Context: an optimization exercise on an open-source flow, tuned for small area, a short achievable clock period and few clock cycles per item. The choices shown serve that exercise and are no tape-out recipe.
The RTL was checked by simulation tests, not by an equivalence proof against the original design.
Power and IR drop assume default switching activity.

`flow/design.v`:
```
module ssvm (
    input  wire        clk,
    input  wire        rst_n,
    input  wire        start,
    input  wire        stop,
    input  wire [15:0] sample_rate,
    input  wire [63:0] prog_len,       
    input  wire [3:0]  active,
    input  wire        req,
    output wire        ready,
    output reg         sample_valid,
    output reg  [15:0] sample_out,
    output reg         run,
    output wire [3:0]  halted,
    output wire [11:0] fault_code,     
    output wire [63:0] fault_pc,       
    output reg         mem_req,
    output reg  [26:0] mem_addr,       
    input  wire        mem_ack,
    input  wire [15:0] mem_rdata
);
    localparam [16:0] BASE_CLOCK = 17'd111861;        
    localparam [40:0] DIVIDEND   = {BASE_CLOCK, 24'd0};
    localparam [2:0] SP_PROG    = 3'd0;
    localparam [2:0] SP_ENV_HDR = 3'd1;
    localparam [2:0] SP_ENV_DAT = 3'd2;
    localparam [2:0] SP_PEN_HDR = 3'd3;
    localparam [2:0] SP_PEN_DAT = 3'd4;
    localparam [7:0] OP_TONE  = 8'h01;
    localparam [7:0] OP_REST  = 8'h02;
    localparam [7:0] OP_VOL   = 8'h03;
    localparam [7:0] OP_ENV   = 8'h04;
    localparam [7:0] OP_PENV  = 8'h05;
    localparam [7:0] OP_NOISE = 8'h06;
    localparam [7:0] OP_SYNC  = 8'h07;
    localparam [7:0] OP_LOOP  = 8'h08;
    localparam [7:0] OP_END   = 8'hFF;
    localparam [2:0] F_ILLEGAL_OPCODE = 3'd1;
    localparam [2:0] F_TRUNCATED      = 3'd2;
    localparam [2:0] F_ILLEGAL_OPER   = 3'd3;
    localparam [2:0] F_UNDEF_ENV      = 3'd4;
    localparam [2:0] F_UNDEF_PENV     = 3'd5;
    function [15:0] vol_table;
        input [3:0] i;
        case (i)
            4'd0:  vol_table = 16'd8191;
            4'd1:  vol_table = 16'd6506;
            4'd2:  vol_table = 16'd5168;
            4'd3:  vol_table = 16'd4105;
            4'd4:  vol_table = 16'd3261;
            4'd5:  vol_table = 16'd2590;
            4'd6:  vol_table = 16'd2057;
            4'd7:  vol_table = 16'd1634;
            4'd8:  vol_table = 16'd1298;
            4'd9:  vol_table = 16'd1031;
            4'd10: vol_table = 16'd819;
            4'd11: vol_table = 16'd651;
            4'd12: vol_table = 16'd517;
            4'd13: vol_table = 16'd411;
            4'd14: vol_table = 16'd326;
            default: vol_table = 16'd0;
        endcase
    endfunction
    function [2:0] op_len;
        input [7:0] op;
        case (op)
            OP_TONE:  op_len = 3'd5;
            OP_REST:  op_len = 3'd3;
            OP_VOL:   op_len = 3'd2;
            OP_ENV:   op_len = 3'd2;
            OP_PENV:  op_len = 3'd2;
            OP_NOISE: op_len = 3'd5;
            OP_SYNC:  op_len = 3'd6;
            OP_LOOP:  op_len = 3'd1;
            OP_END:   op_len = 3'd1;
            default:  op_len = 3'd0;
        endcase
    endfunction
    function [3:0] level_to_hwvol;
        input [15:0] level;
        if (level[15])
            level_to_hwvol = 4'd15;
        else if (level >= 16'd15)
            level_to_hwvol = 4'd0;
        else
            level_to_hwvol = 4'd15 - level[3:0];
    endfunction
    reg [15:0] pc_r        [0:3];
    reg [15:0] wait_r      [0:3];
    reg        loop_valid  [0:3];
    reg [15:0] loop_target [0:3];
    reg        note_on     [0:3];
    reg [3:0]  hw_vol      [0:3];
    reg [15:0] div_r       [0:3];
    reg [31:0] inc_r       [0:3];
    reg [23:0] phase_r     [0:3];
    reg        osc_noise   [0:3];
    reg        fb_white    [0:3];
    reg [14:0] lfsr_r      [0:3];
    reg [7:0]  env_id      [0:3];
    reg [15:0] env_pos     [0:3];
    reg [7:0]  penv_id     [0:3];
    reg [15:0] penv_pos    [0:3];
    reg        halted_r    [0:3];
    reg [2:0]  fault_r     [0:3];
    reg [15:0] fault_pc_r  [0:3];
    reg [16:0] frame_acc;
    genvar gi;
    generate
        for (gi = 0; gi < 4; gi = gi + 1) begin : g_status
            assign halted[gi]              = halted_r[gi];
            assign fault_code[gi*3 +: 3]   = fault_r[gi];
            assign fault_pc[gi*16 +: 16]   = fault_pc_r[gi];
        end
    endgenerate
    localparam [4:0] S_IDLE       = 5'd0,
                     S_CH_START   = 5'd1,
                     S_ENV_LEN    = 5'd2,
                     S_ENV_LOOP   = 5'd3,
                     S_ENV_LEVEL  = 5'd4,
                     S_PEN_LEN    = 5'd5,
                     S_PEN_LOOP   = 5'd6,
                     S_PEN_VALUE  = 5'd7,
                     S_WAIT_STEP  = 5'd8,
                     S_FETCH      = 5'd9,
                     S_OPCODE     = 5'd10,
                     S_OPERAND    = 5'd11,
                     S_EXEC       = 5'd12,
                     S_TABLE_CHK  = 5'd13,
                     S_ONSET_ENV  = 5'd14,
                     S_ONSET_PEN  = 5'd15,
                     S_NOTE_DONE  = 5'd16,
                     S_RENDER     = 5'd17,
                     S_NOISE_SH   = 5'd18,
                     S_NEXT_CH    = 5'd19,
                     S_MEM        = 5'd20,
                     S_DIV_SETUP  = 5'd21,
                     S_DIV_RUN    = 5'd22;
    reg [4:0]  state;
    reg [4:0]  mem_ret;        
    reg [4:0]  div_ret;        
    reg [15:0] rd;             
    reg [1:0]  ch;
    reg        tick_now;
    reg        folded;
    reg [17:0] sum;
    reg [7:0]  opc;
    reg [2:0]  len;
    reg [2:0]  nbyte;          
    reg [7:0]  ob1, ob2, ob3, ob4, ob5;
    reg [15:0] newpos;
    reg [15:0] div_in;
    reg [40:0] div_rem;
    reg [40:0] div_quo;
    reg [32:0] div_den;
    reg [5:0]  div_cnt;
    reg [8:0]  shift_cnt;
    assign ready = run && (state == S_IDLE);
    wire [15:0] cur_len   = prog_len[ch*16 +: 16];
    wire [15:0] cur_pc    = pc_r[ch];
    wire [16:0] pc_end    = {1'b0, cur_pc} + {14'd0, op_len(opc)};
    wire [15:0] max_reg   = (ch == 2'd3) ? 16'hFFFF : 16'd1023;
    wire [15:0] frames_b3 = {ob4, ob3};    
    wire [15:0] frames_b4 = {ob5, ob4};    
    wire [15:0] frames_op = (opc == OP_SYNC) ? frames_b4 :
                            (opc == OP_REST) ? {ob2, ob1} : frames_b3;
    wire [15:0] div_clamped = (div_in > max_reg) ? max_reg : div_in;
    wire [16:0] div_eff     = (div_clamped == 16'd0) ?
                              ((ch == 2'd3) ? 17'h10000 : 17'h00400) :
                              {1'b0, div_clamped};
    wire [32:0] den_prod    = div_eff * sample_rate;
    wire [41:0] rem_shift   = {div_rem, div_quo[40]};
    wire        rem_ge      = rem_shift >= {9'd0, div_den};
    wire [41:0] rem_next    = rem_ge ? (rem_shift - {9'd0, div_den}) : rem_shift;
    wire [15:0] amp         = vol_table(hw_vol[ch]);
    wire [32:0] phase_sum   = {9'd0, phase_r[ch]} + {1'b0, inc_r[ch]};
    wire        out_pos     = osc_noise[ch] ? lfsr_r[ch][0] : ~phase_r[ch][23];
    wire [17:0] samp        = out_pos ? {2'b00, amp} : (18'd0 - {2'b00, amp});
    wire        silent      = halted_r[ch] || (fault_r[ch] != 3'd0) || !note_on[ch];
    wire [14:0] lfsr_cur    = lfsr_r[ch];
    wire        lfsr_fb     = fb_white[ch] ? (lfsr_cur[0] ^ lfsr_cur[1]) : lfsr_cur[0];
    integer i;
    always @(posedge clk) begin
        if (!rst_n) begin
            run          <= 1'b0;
            state        <= S_IDLE;
            sample_valid <= 1'b0;
            sample_out   <= 16'd0;
            mem_req      <= 1'b0;
            mem_addr     <= 27'd0;
            mem_ret      <= S_IDLE;
            div_ret      <= S_IDLE;
            rd           <= 16'd0;
            ch           <= 2'd0;
            tick_now     <= 1'b0;
            folded       <= 1'b0;
            sum          <= 18'd0;
            opc          <= 8'd0;
            len          <= 3'd0;
            nbyte        <= 3'd0;
            ob1 <= 8'd0; ob2 <= 8'd0; ob3 <= 8'd0; ob4 <= 8'd0; ob5 <= 8'd0;
            newpos       <= 16'd0;
            div_in       <= 16'd0;
            div_rem      <= 41'd0;
            div_quo      <= 41'd0;
            div_den      <= 33'd0;
            div_cnt      <= 6'd0;
            shift_cnt    <= 9'd0;
            frame_acc    <= 17'd0;
            for (i = 0; i < 4; i = i + 1) begin
                pc_r[i]        <= 16'd0;
                wait_r[i]      <= 16'd0;
                loop_valid[i]  <= 1'b0;
                loop_target[i] <= 16'd0;
                note_on[i]     <= 1'b0;
                hw_vol[i]      <= 4'd15;
                div_r[i]       <= 16'd0;
                inc_r[i]       <= 32'd0;
                phase_r[i]     <= 24'd0;
                osc_noise[i]   <= 1'b0;
                fb_white[i]    <= 1'b0;
                lfsr_r[i]      <= 15'h4000;
                env_id[i]      <= 8'hFF;
                env_pos[i]     <= 16'd0;
                penv_id[i]     <= 8'hFF;
                penv_pos[i]    <= 16'd0;
                halted_r[i]    <= 1'b0;
                fault_r[i]     <= 3'd0;
                fault_pc_r[i]  <= 16'd0;
            end
        end else begin
            sample_valid <= 1'b0;
            case (state)
            S_IDLE: begin
                if (start) begin
                    run       <= 1'b1;
                    frame_acc <= {1'b0, sample_rate};
                    for (i = 0; i < 4; i = i + 1) begin
                        pc_r[i]        <= 16'd0;
                        wait_r[i]      <= 16'd0;
                        loop_valid[i]  <= 1'b0;
                        loop_target[i] <= 16'd0;
                        note_on[i]     <= 1'b0;
                        hw_vol[i]      <= 4'd15;
                        div_r[i]       <= 16'd0;
                        inc_r[i]       <= 32'd0;
                        phase_r[i]     <= 24'd0;
                        osc_noise[i]   <= 1'b0;
                        fb_white[i]    <= 1'b0;
                        lfsr_r[i]      <= 15'h4000;
                        env_id[i]      <= 8'hFF;
                        env_pos[i]     <= 16'd0;
                        penv_id[i]     <= 8'hFF;
                        penv_pos[i]    <= 16'd0;
                        halted_r[i]    <= 1'b0;
                        fault_r[i]     <= 3'd0;
                        fault_pc_r[i]  <= 16'd0;
                    end
                end else if (stop) begin
                    run <= 1'b0;
                end else if (run && req) begin
                    ch    <= 2'd0;
                    sum   <= 18'd0;
                    state <= S_CH_START;
                    if (frame_acc >= {1'b0, sample_rate}) begin
                        frame_acc <= frame_acc - {1'b0, sample_rate};
                        tick_now  <= 1'b1;
                    end else begin
                        tick_now  <= 1'b0;
                    end
                end
            end
            S_CH_START: begin
                if (tick_now && !halted_r[ch] && fault_r[ch] == 3'd0)
                    state <= S_ENV_LEN;
                else
                    state <= S_RENDER;
            end
            S_ENV_LEN: begin
                if (env_id[ch] == 8'hFF) begin
                    state <= S_PEN_LEN;
                end else begin
                    mem_req  <= 1'b1;
                    mem_addr <= {SP_ENV_HDR, env_id[ch], 16'd0};
                    mem_ret  <= S_ENV_LOOP;
                    state    <= S_MEM;
                end
            end
            S_ENV_LOOP: begin
                if ({1'b0, env_pos[ch]} + 17'd1 >= {1'b0, rd}) begin
                    mem_req  <= 1'b1;
                    mem_addr <= {SP_ENV_HDR, env_id[ch], 16'd1};
                    mem_ret  <= S_ENV_LEVEL;
                    state    <= S_MEM;
                    newpos   <= 16'hFFFF;    
                end else begin
                    newpos   <= env_pos[ch] + 16'd1;
                    mem_req  <= 1'b1;
                    mem_addr <= {SP_ENV_DAT, env_id[ch], env_pos[ch] + 16'd1};
                    mem_ret  <= S_ENV_LEVEL;
                    state    <= S_MEM;
                end
            end
            S_ENV_LEVEL: begin
                if (newpos == 16'hFFFF) begin
                    newpos   <= rd;
                    mem_req  <= 1'b1;
                    mem_addr <= {SP_ENV_DAT, env_id[ch], rd};
                    mem_ret  <= S_ENV_LEVEL;
                    state    <= S_MEM;
                end else begin
                    env_pos[ch] <= newpos;
                    hw_vol[ch]  <= level_to_hwvol(rd);
                    state       <= S_PEN_LEN;
                end
            end
            S_PEN_LEN: begin
                if (penv_id[ch] == 8'hFF) begin
                    state <= S_WAIT_STEP;
                end else begin
                    mem_req  <= 1'b1;
                    mem_addr <= {SP_PEN_HDR, penv_id[ch], 16'd0};
                    mem_ret  <= S_PEN_LOOP;
                    state    <= S_MEM;
                end
            end
            S_PEN_LOOP: begin
                if ({1'b0, penv_pos[ch]} + 17'd1 >= {1'b0, rd}) begin
                    mem_req  <= 1'b1;
                    mem_addr <= {SP_PEN_HDR, penv_id[ch], 16'd1};
                    mem_ret  <= S_PEN_VALUE;
                    state    <= S_MEM;
                    newpos   <= 16'hFFFF;
                end else begin
                    newpos   <= penv_pos[ch] + 16'd1;
                    mem_req  <= 1'b1;
                    mem_addr <= {SP_PEN_DAT, penv_id[ch], penv_pos[ch] + 16'd1};
                    mem_ret  <= S_PEN_VALUE;
                    state    <= S_MEM;
                end
            end
            S_PEN_VALUE: begin
                if (newpos == 16'hFFFF) begin
                    newpos   <= rd;
                    mem_req  <= 1'b1;
                    mem_addr <= {SP_PEN_DAT, penv_id[ch], rd};
                    mem_ret  <= S_PEN_VALUE;
                    state    <= S_MEM;
                end else begin
                    penv_pos[ch] <= newpos;
                    div_in       <= rd;
                    div_ret      <= S_WAIT_STEP;
                    state        <= S_DIV_SETUP;
                end
            end
            S_WAIT_STEP: begin
                folded <= 1'b0;
                if (wait_r[ch] > 16'd1) begin
                    wait_r[ch] <= wait_r[ch] - 16'd1;
                    state      <= S_RENDER;
                end else begin
                    wait_r[ch] <= 16'd0;
                    state      <= S_FETCH;
                end
            end
            S_FETCH: begin
                if (cur_pc == cur_len) begin
                    opc   <= OP_END;
                    state <= S_EXEC;
                end else begin
                    mem_req  <= 1'b1;
                    mem_addr <= {SP_PROG, 6'd0, ch, cur_pc};
                    mem_ret  <= S_OPCODE;
                    state    <= S_MEM;
                end
            end
            S_OPCODE: begin
                opc   <= rd[7:0];
                len   <= op_len(rd[7:0]);
                nbyte <= 3'd1;
                state <= S_OPERAND;
            end
            S_OPERAND: begin
                if (len == 3'd0) begin
                    fault_r[ch]    <= F_ILLEGAL_OPCODE;
                    fault_pc_r[ch] <= cur_pc;
                    note_on[ch]    <= 1'b0;
                    state          <= S_RENDER;
                end else if (pc_end > {1'b0, cur_len}) begin
                    fault_r[ch]    <= F_TRUNCATED;
                    fault_pc_r[ch] <= cur_pc;
                    note_on[ch]    <= 1'b0;
                    state          <= S_RENDER;
                end else if (nbyte == len) begin
                    state <= S_EXEC;
                end else begin
                    mem_req  <= 1'b1;
                    mem_addr <= {SP_PROG, 6'd0, ch, cur_pc + {13'd0, nbyte}};
                    mem_ret  <= S_OPERAND;
                    state    <= S_MEM;
                end
            end
            S_EXEC: begin
                case (opc)
                OP_TONE: begin
                    osc_noise[ch] <= 1'b0;
                    div_in        <= {ob2, ob1};
                    div_ret       <= S_ONSET_ENV;
                    state         <= S_DIV_SETUP;
                end
                OP_REST: begin
                    note_on[ch] <= 1'b0;
                    wait_r[ch]  <= {ob2, ob1};
                    pc_r[ch]    <= cur_pc + 16'd3;
                    state       <= ({ob2, ob1} != 16'd0) ? S_RENDER : S_FETCH;
                end
                OP_VOL: begin
                    hw_vol[ch] <= (ob1 >= 8'd15) ? 4'd0 : (4'd15 - ob1[3:0]);
                    pc_r[ch]   <= cur_pc + 16'd2;
                    state      <= S_FETCH;
                end
                OP_ENV: begin
                    if (ob1 == 8'hFF) begin
                        env_id[ch] <= 8'hFF;
                        pc_r[ch]   <= cur_pc + 16'd2;
                        state      <= S_FETCH;
                    end else begin
                        mem_req  <= 1'b1;
                        mem_addr <= {SP_ENV_HDR, ob1, 16'd0};
                        mem_ret  <= S_TABLE_CHK;
                        state    <= S_MEM;
                    end
                end
                OP_PENV: begin
                    if (ob1 == 8'hFF) begin
                        penv_id[ch] <= 8'hFF;
                        pc_r[ch]    <= cur_pc + 16'd2;
                        state       <= S_FETCH;
                    end else begin
                        mem_req  <= 1'b1;
                        mem_addr <= {SP_PEN_HDR, ob1, 16'd0};
                        mem_ret  <= S_TABLE_CHK;
                        state    <= S_MEM;
                    end
                end
                OP_NOISE: begin
                    if (ob1 >= 8'd2 || ob2 >= 8'd3) begin
                        fault_r[ch]    <= F_ILLEGAL_OPER;
                        fault_pc_r[ch] <= cur_pc;
                        note_on[ch]    <= 1'b0;
                        state          <= S_RENDER;
                    end else begin
                        osc_noise[ch] <= 1'b1;
                        fb_white[ch]  <= ob1[0];
                        div_in        <= (ob2 == 8'd0) ? 16'd16 :
                                         (ob2 == 8'd1) ? 16'd32 : 16'd64;
                        div_ret       <= S_ONSET_ENV;
                        state         <= S_DIV_SETUP;
                    end
                end
                OP_SYNC: begin
                    if (ob1 >= 8'd2) begin
                        fault_r[ch]    <= F_ILLEGAL_OPER;
                        fault_pc_r[ch] <= cur_pc;
                        note_on[ch]    <= 1'b0;
                        state          <= S_RENDER;
                    end else begin
                        osc_noise[ch] <= 1'b1;
                        fb_white[ch]  <= ob1[0];
                        div_in        <= {ob3, ob2};
                        div_ret       <= S_ONSET_ENV;
                        state         <= S_DIV_SETUP;
                    end
                end
                OP_LOOP: begin
                    loop_target[ch] <= cur_pc + 16'd1;
                    loop_valid[ch]  <= 1'b1;
                    pc_r[ch]        <= cur_pc + 16'd1;
                    state           <= S_FETCH;
                end
                default: begin
                    if (loop_valid[ch] && !folded) begin
                        pc_r[ch] <= loop_target[ch];
                        folded   <= 1'b1;
                        state    <= S_FETCH;
                    end else begin
                        halted_r[ch] <= 1'b1;
                        note_on[ch]  <= 1'b0;
                        state        <= S_RENDER;
                    end
                end
                endcase
            end
            S_TABLE_CHK: begin
                if (rd == 16'd0) begin
                    fault_r[ch]    <= (opc == OP_ENV) ? F_UNDEF_ENV : F_UNDEF_PENV;
                    fault_pc_r[ch] <= cur_pc;
                    note_on[ch]    <= 1'b0;
                    state          <= S_RENDER;
                end else begin
                    if (opc == OP_ENV) begin
                        env_id[ch]  <= ob1;
                        env_pos[ch] <= 16'd0;
                    end else begin
                        penv_id[ch]  <= ob1;
                        penv_pos[ch] <= 16'd0;
                    end
                    pc_r[ch] <= cur_pc + 16'd2;
                    state    <= S_FETCH;
                end
            end
            S_ONSET_ENV: begin
                if (env_id[ch] == 8'hFF) begin
                    state <= S_ONSET_PEN;
                end else if (mem_ret != S_ONSET_ENV) begin
                    env_pos[ch] <= 16'd0;
                    mem_req     <= 1'b1;
                    mem_addr    <= {SP_ENV_DAT, env_id[ch], 16'd0};
                    mem_ret     <= S_ONSET_ENV;
                    state       <= S_MEM;
                end else begin
                    hw_vol[ch] <= level_to_hwvol(rd);
                    mem_ret    <= S_IDLE;
                    state      <= S_ONSET_PEN;
                end
            end
            S_ONSET_PEN: begin
                if (penv_id[ch] == 8'hFF) begin
                    state <= S_NOTE_DONE;
                end else if (mem_ret != S_ONSET_PEN) begin
                    penv_pos[ch] <= 16'd0;
                    mem_req      <= 1'b1;
                    mem_addr     <= {SP_PEN_DAT, penv_id[ch], 16'd0};
                    mem_ret      <= S_ONSET_PEN;
                    state        <= S_MEM;
                end else begin
                    mem_ret <= S_IDLE;
                    div_in  <= rd;
                    div_ret <= S_NOTE_DONE;
                    state   <= S_DIV_SETUP;
                end
            end
            S_NOTE_DONE: begin
                note_on[ch] <= 1'b1;
                wait_r[ch]  <= frames_op;
                pc_r[ch]    <= cur_pc + {13'd0, len};
                state       <= (frames_op != 16'd0) ? S_RENDER : S_FETCH;
            end
            S_RENDER: begin
                if (silent) begin
                    state <= S_NEXT_CH;
                end else begin
                    if (active[ch])
                        sum <= sum + samp;
                    phase_r[ch] <= phase_sum[23:0];
                    if (osc_noise[ch]) begin
                        shift_cnt <= phase_sum[32:24];
                        state     <= S_NOISE_SH;
                    end else begin
                        state     <= S_NEXT_CH;
                    end
                end
            end
            S_NOISE_SH: begin
                if (shift_cnt == 9'd0) begin
                    state <= S_NEXT_CH;
                end else begin
                    lfsr_r[ch] <= {lfsr_fb, lfsr_cur[14:1]};
                    shift_cnt  <= shift_cnt - 9'd1;
                end
            end
            S_NEXT_CH: begin
                if (ch == 2'd3) begin
                    frame_acc    <= frame_acc + 17'd60;
                    sample_out   <= sum[15:0];
                    sample_valid <= 1'b1;
                    state        <= S_IDLE;
                end else begin
                    ch    <= ch + 2'd1;
                    state <= S_CH_START;
                end
            end
            S_MEM: begin
                if (mem_ack) begin
                    mem_req <= 1'b0;
                    rd      <= mem_rdata;
                    state   <= mem_ret;
                    if (mem_ret == S_OPERAND) begin
                        case (nbyte)
                            3'd1: ob1 <= mem_rdata[7:0];
                            3'd2: ob2 <= mem_rdata[7:0];
                            3'd3: ob3 <= mem_rdata[7:0];
                            3'd4: ob4 <= mem_rdata[7:0];
                            default: ob5 <= mem_rdata[7:0];
                        endcase
                        nbyte <= nbyte + 3'd1;
                    end
                end
            end
            S_DIV_SETUP: begin
                div_r[ch] <= div_clamped;
                div_den   <= den_prod;
                div_rem   <= 41'd0;
                div_quo   <= DIVIDEND;
                div_cnt   <= 6'd41;
                state     <= S_DIV_RUN;
            end
            S_DIV_RUN: begin
                if (div_cnt == 6'd0) begin
                    inc_r[ch] <= div_quo[31:0];
                    state     <= div_ret;
                end else begin
                    div_rem <= rem_next[40:0];
                    div_quo <= {div_quo[39:0], rem_ge};
                    div_cnt <= div_cnt - 6'd1;
                end
            end
            default: state <= S_IDLE;
            endcase
        end
    end
endmodule
```
`flow/config.mk`:
```
export PLATFORM = sky130hd
export DESIGN_NAME = ssvm
export DESIGN_NICKNAME = ssvm
export VERILOG_FILES = /design/flow/design.v
export SDC_FILE = /design/flow/constraint.sdc
export NUM_CORES = 4
export LEC_CHECK = 0
export CAP_MARGIN = 20
export CORE_MARGIN = 2
export CORE_UTILIZATION = 40
export PLACE_DENSITY = 0.6
export SLEW_MARGIN = 20
```
`flow/run.sh`:
```
#!/bin/bash
# synth_recipe.tcl (not shown) runs the flow's synth.tcl, then flattens the netlist and writes it again
# the make line also repeats each setting of config.mk as NAME=value (left out here)
make -C /OpenROAD-flow-scripts/flow DESIGN_CONFIG=/design/flow/config.mk WORK_HOME=/design/flow/orfs CLKGATE_MAP_FILE= SYNTH_SCRIPT=/design/flow/synth_recipe.tcl finish
```
`flow/constraint.sdc`:
```
create_clock -name core_clock -period 10.0 [get_ports {clk}]
set_input_delay 2.0000 -clock core_clock [delete_from_list [all_inputs] [get_ports {clk}]]
set_output_delay 2.0000 -clock core_clock [all_outputs]
set_load 0.01 [all_outputs]
```
==> impl_results.md <==
* Status: no timing/DRC/antenna violations
* Buffers & Inverters on Critical Path at 5
* Ys flop type: edfxtp_1
* Vias in the first global route at about 52000
* Non-Filler Instances at 9180
* Post-place setup slack at about 730 ps
* Final period util at between 80% and 90%
* Sw frac at between 20% and 30%
* Fin. Hold Viols at 0
* Die width at ~420 um
* Total power draw at roughly 10 mW
* Critical Path End Type: flop
* Most used cell along the critical path: fa_1
* Largest net degree at the start of global routing at roughly 130
* Final Max Tran Viols at 0
* Postcts setup bufs at 0
* Yosys warnings at 1
* Post-Route Setup TNS at 0 ps
* Int Pwr at between 7 and 8 mW
* Starting Density at between 40% and 50%
* Power share of the combinational group at under 10%
* Sw Pwr at between 2 and 2.5 mW
* Clock root buffer: clkbuf_16
* Fmax achieved at approximately 110 MHz
* DR WL/cell at around 23 um
* Rows at 151
* Hpwl dp at around 150000 um
* CP max stage cell: a2111oi_0
* Hold Startpoint: loop_valid[1]
* Die ar. at about 170000 sq um
* Core Box Area at 169300 sq um
* Congestion Overflow GR at 0
* Cells after Synth at approximately 6800
* Critical path arrival at approximately 9600 ps
* Clock skew at 48.03 ps
* Area post-placement at roughly 72000 sq um
* FF/Latch Area at just under 30000 sq um
* Clk pin slew, worst setup/hold paths at 60 ps
* Number of synthesized flops with an enable pin at 763
* Top cell type's share of synthesized area at between 30% and 40%
* Post-synthesis net count at ~7400
* Drt first pass iters at 6
* Top cells by area, synth: edfxtp_1, dfxtp_1, fa_1, mux4_2, ha_1
* Final nets at around 7500
* Worst setup endpoint: div_den[25]
* Clock power share at between 40% and 50%
* Hold WS at 445.2 ps
* Layout cells sized above 1 at under 10%
* Area leader, netlist: edfxtp_1
* Placed instance count at roughly 8900
* Fill cells at 15948
* Register share of total power at a little under 50%
* CTS tree: built
* Fin worst setup slack at 1009 ps
* Layout area overhead at 12.29%
* Area of the multi-input gates at ~35000 sq um
* Synthesis-stage register bit count at 1109
* Setup violators final at 0
* Worst-Skew Late Latency at about 770 ps
* Global-route wire length before repair at 318300 um
* CTS resizes at 0
* Worst r2r dst: div_den[25]
* Leak at 29.18 nW
* Port Buffers at roughly 230
* Initial antenna violation count at 10
* Mapped Area at between 60000 and 70000 sq um
* Worst vdd ir at 0.1441 mV
* Reg2reg start: ch[1]
* DR vias/cell at roughly 5.7
* Number of nets with antenna violations after routing at 0
* TritonCTS Buffers at between 100 and 150
* Finished Cell Area at between 70000 and 80000 sq um
* Slew headroom at a little under a fifth
* CTS Buffer Depth at 3
* Tmin final at around 9000 ps
* Register area share after synthesis at between 40% and 50%
* Slew @ Worst Pin at between 1000 and 1500 ps
* Commonest cells post-synth: nor2_1, edfxtp_1, nand2_1, inv_1, a21oi_1
* Crit-path max FO at 17
* Critical path's top delay family: adder cells
* I/O Pins at between 200 and 250
* Maximum Capacitance Violations at 0
* Hold buffers post-CTS at 0
* Average size of a mapped cell at 10.02 sq um
* Startpoint type of the worst setup path: flop
* DRC viols at 0
* PwrDens at approximately 140 nW/um^2
* Total track usage at a little under a quarter
* Worst min path class: reg2reg
* Critical Path Max Stage Delay at roughly 570 ps
* RSZ-0062 raised after global routing: false
* CTS Sinks at around 1100
* H-Tree Depth at 3
* Count leader, synth: nor2_1
* Asr flop ratio synth at 0%
* Worst path depth at 31
* Reg2Reg Depth at 31
* Gpl congestion at between 0.9 and 1
* Layout Utilization at between 40% and 50%
* 1st-iter DRT viols at around 5300
* Routed WL at about 210000 um
* Reg2reg setup slack at approximately 1000 ps
* Crit Path Category: reg2reg
* Via count at around 52000
* Die height at approximately 420 um
* Worst setup startpoint: ch[1]
* Distinct cells, synth at approximately 110
* Data required time of the worst path at around 11000 ps
[power groups by stage]
stage	Clock [mW]	Combinational, mW	Sequential (mW)
6_report	4.61	0.773	5.10
5_1_grt	4.86	0.836	5.12
2_1_floorplan	0	0.465	5.19
4_1_cts	4.68	0.770	5.10
3_3_place_gp	0	0.760	5.19
3_5_place_dp	0	0.766	5.20
[sequential cells by signal, indices dropped and copies added (netlist names), 17 cells and up, named ones only]
register / flops
phase_r: 96
env_id: 32
penv_id: 32
div_den: 33
fault_pc_r: 64
div_rem: 41
loop_target: 64
lfsr_r: 60
frame_acc: 17
div_quo: 41
env_pos: 64
penv_pos: 64
wait_r: 64
pc_r: 64
mem_addr: 27
inc_r: 128
[placed cells by master (no fill, tap or decap), types with 36 or more instances in the layout]
cell and count:
xor2_1 57, nand4_1 60, nand2_1 739, ha_1 278, a21o_1 62, clkbuf_16 124, nor3_1 140, nor4_1 42
mux2i_1 79, buf_4 105, and3_1 169, a21oi_1 391, nand3_1 144, nor2b_1 100, inv_1 421, mux4_2 190
a221oi_1 36, o211ai_1 39, clkdlybuf4s50_1 231, xnor2_1 165, or2_2 86, fa_1 215, and2_1 166, o21ai_0 265
nand2b_1 41, a31oi_1 42, a211oi_1 64, edfxtp_1 763, nor2_1 847, dfxtp_1 343
[area by class of cell]
class,count,area share [%]
sequential,1109,38.98
multi-input combinational,4842,45.79
clock inverter,60,0.8448
tap,2218,3.624
antenna,7,0.02288
clock buffer,170,4.505
inverter,436,2.154
timing repair buffer,338,4.085
[how the worst min path moves through the flow]
stage | to | slack [ps] | cells past startpoint
detailed placement | loop_valid[3] | 430 | 2
global placement | loop_valid[0] | 430 | 2
finish | loop_valid[1] | 450 | 2
CTS | loop_valid[3] | 440 | 2
global route | div_rem[40] | 460 | 2
floorplan | loop_valid[2] | 420 | 2
[cells by family (layout without fill, tap and decap cells)]
logic type	after synthesis	count (layout)	synth area share, %
and+or+nand+nor	2630	2630	17.99
adders and majority gates	497	497	11.49
muxes	277	277	7.589
buffers and inverters	854	1004	5.035
AOI/OAI and AO/OA	1215	1215	11.27
DFF	1109	1109	43.76
xor gates and xnor gates	223	223	2.875
other	0	7	0
[per-layer routing]
layer	GRT usage (%)	routed length [um]
met5	0	59
met4	9.009	7920
met3	3.190	13730
met2	38.29	97920
met1	31.74	87530
[tightest hold or removal path, cell delays in order (launching register included)]
cell	delay, ps
dfxtp_1	310
nand2_1	50
nand2_1	40
Testbench counts, summed over its fixed seeds: cycles 1,099,788, samples 72,000.

## what the ideal ports hide
The results above use ideal ports. As a check the final layout listed here was re-extracted and re-timed, cells and wires unchanged.
Step 1 sets driving cells, clkbuf_16 on the clock port and buf_2 on the other inputs (assumed; they add their load-dependent delay and slew).
Step 2 also shifts input and output timing later by t, the mid clock arrival at the registers, as if the neighbouring blocks saw the same clock.
a / b / c = ideal ports / drivers / drivers and shift; a / b = the first two.
t, ns: 0.831
setup slack, ns: 1.009 / 1.009 / 0.688
worst register clock-pin slew, ns: 0.07 / 0.07
worst slew at a driven data input, ns: 0.28
pins driven straight from the clock port: 1
After both steps this run still meets setup and hold. For this run, drivers alone change the setup slack by 0.000 ns; drivers and shift together by -0.321 ns.
